This is an optimization exercise on Yosys and OpenROAD, whose aim is small area, a short achievable clock period and few clock cycles, not a production implementation. Only simulation tests tie the RTL to the original design; equivalence was not proved. Power figures rest on the tool's default switching activity, not on a simulated workload.

// openblt_transport
module openblt_transport (
    input  wire         clk,
    input  wire         rst,             
    input  wire         cmd_valid,
    output wire         cmd_ready,
    input  wire [15:0]  cmd,
    input  wire [31:0]  arg_len,
    input  wire         dbuf_we,
    input  wire [255:0] dbuf_wdata,      
    output reg  [1:0]   status,
    output wire [31:0]  result,
    output wire [7:0]   pkt_len,
    output wire [255:0] pkt_data,        
    input  wire [31:0]  now_ms,
    input  wire [31:0]  now_tick,
    output reg          pf_rx_req,
    input  wire         pf_rx_valid,
    input  wire [7:0]   pf_rx_data,
    output reg          pf_tx_valid,
    output wire [7:0]   pf_tx_data,
    input  wire         pf_tx_done,
    input  wire         pf_tx_ok,
    output reg          mb_rx_req,
    input  wire         mb_rx_valid,
    input  wire [7:0]   mb_rx_data,
    output reg          mb_tx_valid,
    output reg          mb_tx_last,
    output wire [7:0]   mb_tx_data,
    input  wire         mb_tx_done,
    input  wire         mb_tx_ok,
    output reg          mb_de
);
==> flow/config.mk <==
export PLATFORM = sky130hd
export DESIGN_NAME = openblt_transport
export DESIGN_NICKNAME = openblt_transport
export VERILOG_FILES = /design/flow/design.v
export SDC_FILE = /design/flow/constraint.sdc
export NUM_CORES = 4
export LEC_CHECK = 0
export CAP_MARGIN = 20
export CORE_MARGIN = 2
export CORE_UTILIZATION = 50
export CTS_CLUSTER_DIAMETER = 80
export CTS_CLUSTER_SIZE = 30
export SLEW_MARGIN = 20
export SYNTH_HIERARCHICAL = 1
==> flow/constraint.sdc <==
create_clock -name core_clock -period 10.0 [get_ports {clk}]
set_input_delay 2.0000 -clock core_clock [delete_from_list [all_inputs] [get_ports {clk}]]
set_output_delay 2.0000 -clock core_clock [all_outputs]
set_load 0.01 [all_outputs]
standard.sh (not shown) runs the stock make flow with config.mk's settings and CLKGATE_MAP_FILE= SYNTH_SCRIPT=/design/flow/synth_recipe.tcl, a recipe that flattens the netlist after the stock synthesis.
==> flow/flow/run.sh <==
#!/bin/bash
set -euo pipefail
export BUFFER_PORTS_ARGS="-buffer_cell sky130_fd_sc_hd__buf_1"
export SETUP_SLACK_MARGIN="${FLOW_SETUP_MARGIN:-6.7}"
bash standard.sh > standard.log 2>&1
The baseline went through all stages and came out clean.
Testbench counts at the start, summed over its fixed seeds: cycles 67,156.
Then changed:
CORE_UTILIZATION = 60   (was 50)
SYNTH_HIERARCHICAL = unset   (was 1)
- The new run completed without violations
- global-route usage rose by 5.1 points
- die area fell by 17%
- clock power fell by about 1%
- count of clock-buffer cells in the layout rose by 2
- routed wire length fell by 1.9%
- non-clock buffer count fell by 19
- combinational power hardly moves
Then changed:
==> flow/flow/run.sh (replaced) <==
#!/bin/bash
set -euo pipefail
export BUFFER_PORTS_ARGS="-buffer_cell sky130_fd_sc_hd__buf_1"
export SETUP_SLACK_MARGIN="${FLOW_SETUP_MARGIN:-7.2}"
bash standard.sh > standard.log 2>&1
CORE_UTILIZATION = 50   (was 60)
Outcome:
- critical path depth does not change
- sequential power is about the same
- setup slack got worse by 30 ps


Setup of red:
openblt_transport, a different RTL version from the one above (not shown whole).
Size in the first run: about 4100 cells after synthesis, ~720 I/O pins, roughly 52000 um2 of cells after synthesis.
Design openblt_transport, start of the top module:
module openblt_transport (
    input  wire         clk,
    input  wire         rst,             
    input  wire         cmd_valid,
    output wire         cmd_ready,
    input  wire [15:0]  cmd,
    input  wire [31:0]  arg_len,
    input  wire         dbuf_we,
    input  wire [255:0] dbuf_wdata,      
    output reg  [1:0]   status,
    output wire [31:0]  result,
    output wire [7:0]   pkt_len,
    output wire [255:0] pkt_data,        
    input  wire [31:0]  now_ms,
    input  wire [31:0]  now_tick,
    output reg          pf_rx_req,
    input  wire         pf_rx_valid,
    input  wire [7:0]   pf_rx_data,
    output reg          pf_tx_valid,
    output wire [7:0]   pf_tx_data,
    input  wire         pf_tx_done,
    input  wire         pf_tx_ok,
    output reg          mb_rx_req,
    input  wire         mb_rx_valid,
    input  wire [7:0]   mb_rx_data,
    output reg          mb_tx_valid,
    output reg          mb_tx_last,
    output wire [7:0]   mb_tx_data,
    input  wire         mb_tx_done,
    input  wire         mb_tx_ok,
    output reg          mb_de
);
export LEC_CHECK = 0
export CAP_MARGIN = 20
export CORE_MARGIN = 2
export CORE_UTILIZATION = 60
export CTS_CLUSTER_DIAMETER = 80
export CTS_CLUSTER_SIZE = 30
export SLEW_MARGIN = 20
export SYNTH_HIERARCHICAL = 1
create_clock -name core_clock -period 10.0 [get_ports {clk}]
==> flow/flow/run.sh <==
#!/bin/bash
set -euo pipefail
export BUFFER_PORTS_ARGS="-buffer_cell sky130_fd_sc_hd__buf_1"
export SETUP_SLACK_MARGIN="${FLOW_SETUP_MARGIN:-6.7}"
bash standard.sh > standard.log 2>&1
red was carried through to the last stage, and its layout satisfied the timing, DRC and antenna checks.
Testbench counts of red, summed over its fixed seeds: cycles 67,156.
The following lists how blue was set up differently from red:
Settings: a change of CTS_CLUSTER_DIAMETER from 80 to 60; a change of CTS_CLUSTER_SIZE from 30 to 20; a deleted SYNTH_HIERARCHICAL that had been 1.
### Flow results
- Post-synthesis instance area essentially unchanged between red and blue.
- Power per cell area is lower on red
- For the sequential share of cell area, blue came in 1.1 points lower than red did.
- Delta (blue minus red): deepest level of the CTS H-tree went up; area of the core did not really move; setup slack went up; vertical extent of the die did not really move; summed area of non-filler cells in the final layout went up.
- In the reports for red and blue, the larger combinational fraction of design power belongs to red.


## run A
openblt_transport with an RTL version that a note above also has.
Size in the first run: about 4000 cells after synthesis, about 1300 flip-flops, about 51000 µm² of cells after synthesis.
Settings: LEC_CHECK=0, CAP_MARGIN=20, CORE_MARGIN=2, CORE_UTILIZATION=60, CTS_CLUSTER_DIAMETER=80, CTS_CLUSTER_SIZE=30, SLEW_MARGIN=20; clock period 10.0 ns.
==> flow/flow/run.sh <==
#!/bin/bash
set -euo pipefail
export BUFFER_PORTS_ARGS="-buffer_cell sky130_fd_sc_hd__buf_1"
export SETUP_SLACK_MARGIN="${FLOW_SETUP_MARGIN:-6.9}"
bash standard.sh > standard.log 2>&1
Testbench counts of run A, summed over its fixed seeds: cycles 67,156.
The following lists how run B was set up differently from run A:
Settings: a change of CORE_UTILIZATION from 60 to 50.
==> flow/flow/run.sh <==
#!/bin/bash
set -euo pipefail
export BUFFER_PORTS_ARGS="-buffer_cell sky130_fd_sc_hd__buf_1"
export SETUP_SLACK_MARGIN="${FLOW_SETUP_MARGIN:-6.7}"
bash standard.sh > standard.log 2>&1
[summary]
- Summary of run B over run A: number of well taps climbed 224, power now sits higher.
- Post-detailed-routing wire length across run B and run A: no real change.
- Against run A as the reference, run B delivers a lower initial antenna violation count.
The following lists how run C was set up differently from run B:
==> flow/flow/run.sh <==
#!/bin/bash
set -euo pipefail
export BUFFER_PORTS_ARGS="-buffer_cell sky130_fd_sc_hd__buf_1"
export SETUP_SLACK_MARGIN="${FLOW_SETUP_MARGIN:-6.4}"
bash standard.sh > standard.log 2>&1
Notes after the runs:
There was hardly any difference in worst-skew pair later-pin latency between run C and run B.
Run C against run B: cell count now sits lower, slew at the pin with the worst max-slew slack now sits higher.

## afterwards: timing with drivers on the ports
How much do the figures lean on ideal ports? The routed layouts below were timed once more, with nothing changed but the port constraints.
Step 1 sets driving cells, clkbuf_16 on the clock port and buf_2 on the other inputs (assumed; they add their load-dependent delay and slew).
Step 2 times the ports against the registers' clock, not the clock port: input delays grow and output delays shrink by t, the midpoint of the rising clock arrivals with the driver on.
Three values: ideal, step 1, step 2; two values: the first two.
run | shift t [ns] | slack for setup (ns) | hold slack, ns | slew at the worst register clock pin (ns)
the first run of note 1 | 0.784 | 6.586 / 6.516 / 5.847 | 0.454 / 0.454 / 0.454 | 0.12 / 0.12
the second run of note 1 | 0.728 | 6.634 / 6.570 / 5.975 | 0.439 / 0.439 / 0.439 | 0.12 / 0.12
the third run of note 1 | 0.778 | 6.605 / 6.544 / 5.889 | 0.446 / 0.446 / 0.446 | 0.12 / 0.12
red | 0.740 | 6.463 / 6.406 / 5.763 | 0.446 / 0.446 / 0.446 | 0.12 / 0.12
blue | 0.734 | 6.700 / 6.647 / 5.990 | 0.434 / 0.434 / 0.434 | 0.09 / 0.09
run A | 0.710 | 6.645 / 6.577 / 5.979 | 0.448 / 0.448 / 0.448 | 0.12 / 0.12
run B | 0.750 | 6.617 / 6.553 / 5.947 | 0.438 / 0.438 / 0.438 | 0.12 / 0.12
run C | 0.753 | 6.471 / 6.432 / 5.738 | 0.439 / 0.439 / 0.439 | 0.12 / 0.12
After both steps every run listed still meets setup and hold. The setup slack of the first run of note 1, which loses most, moves by -0.070 ns with the drivers and by -0.739 ns with both steps.
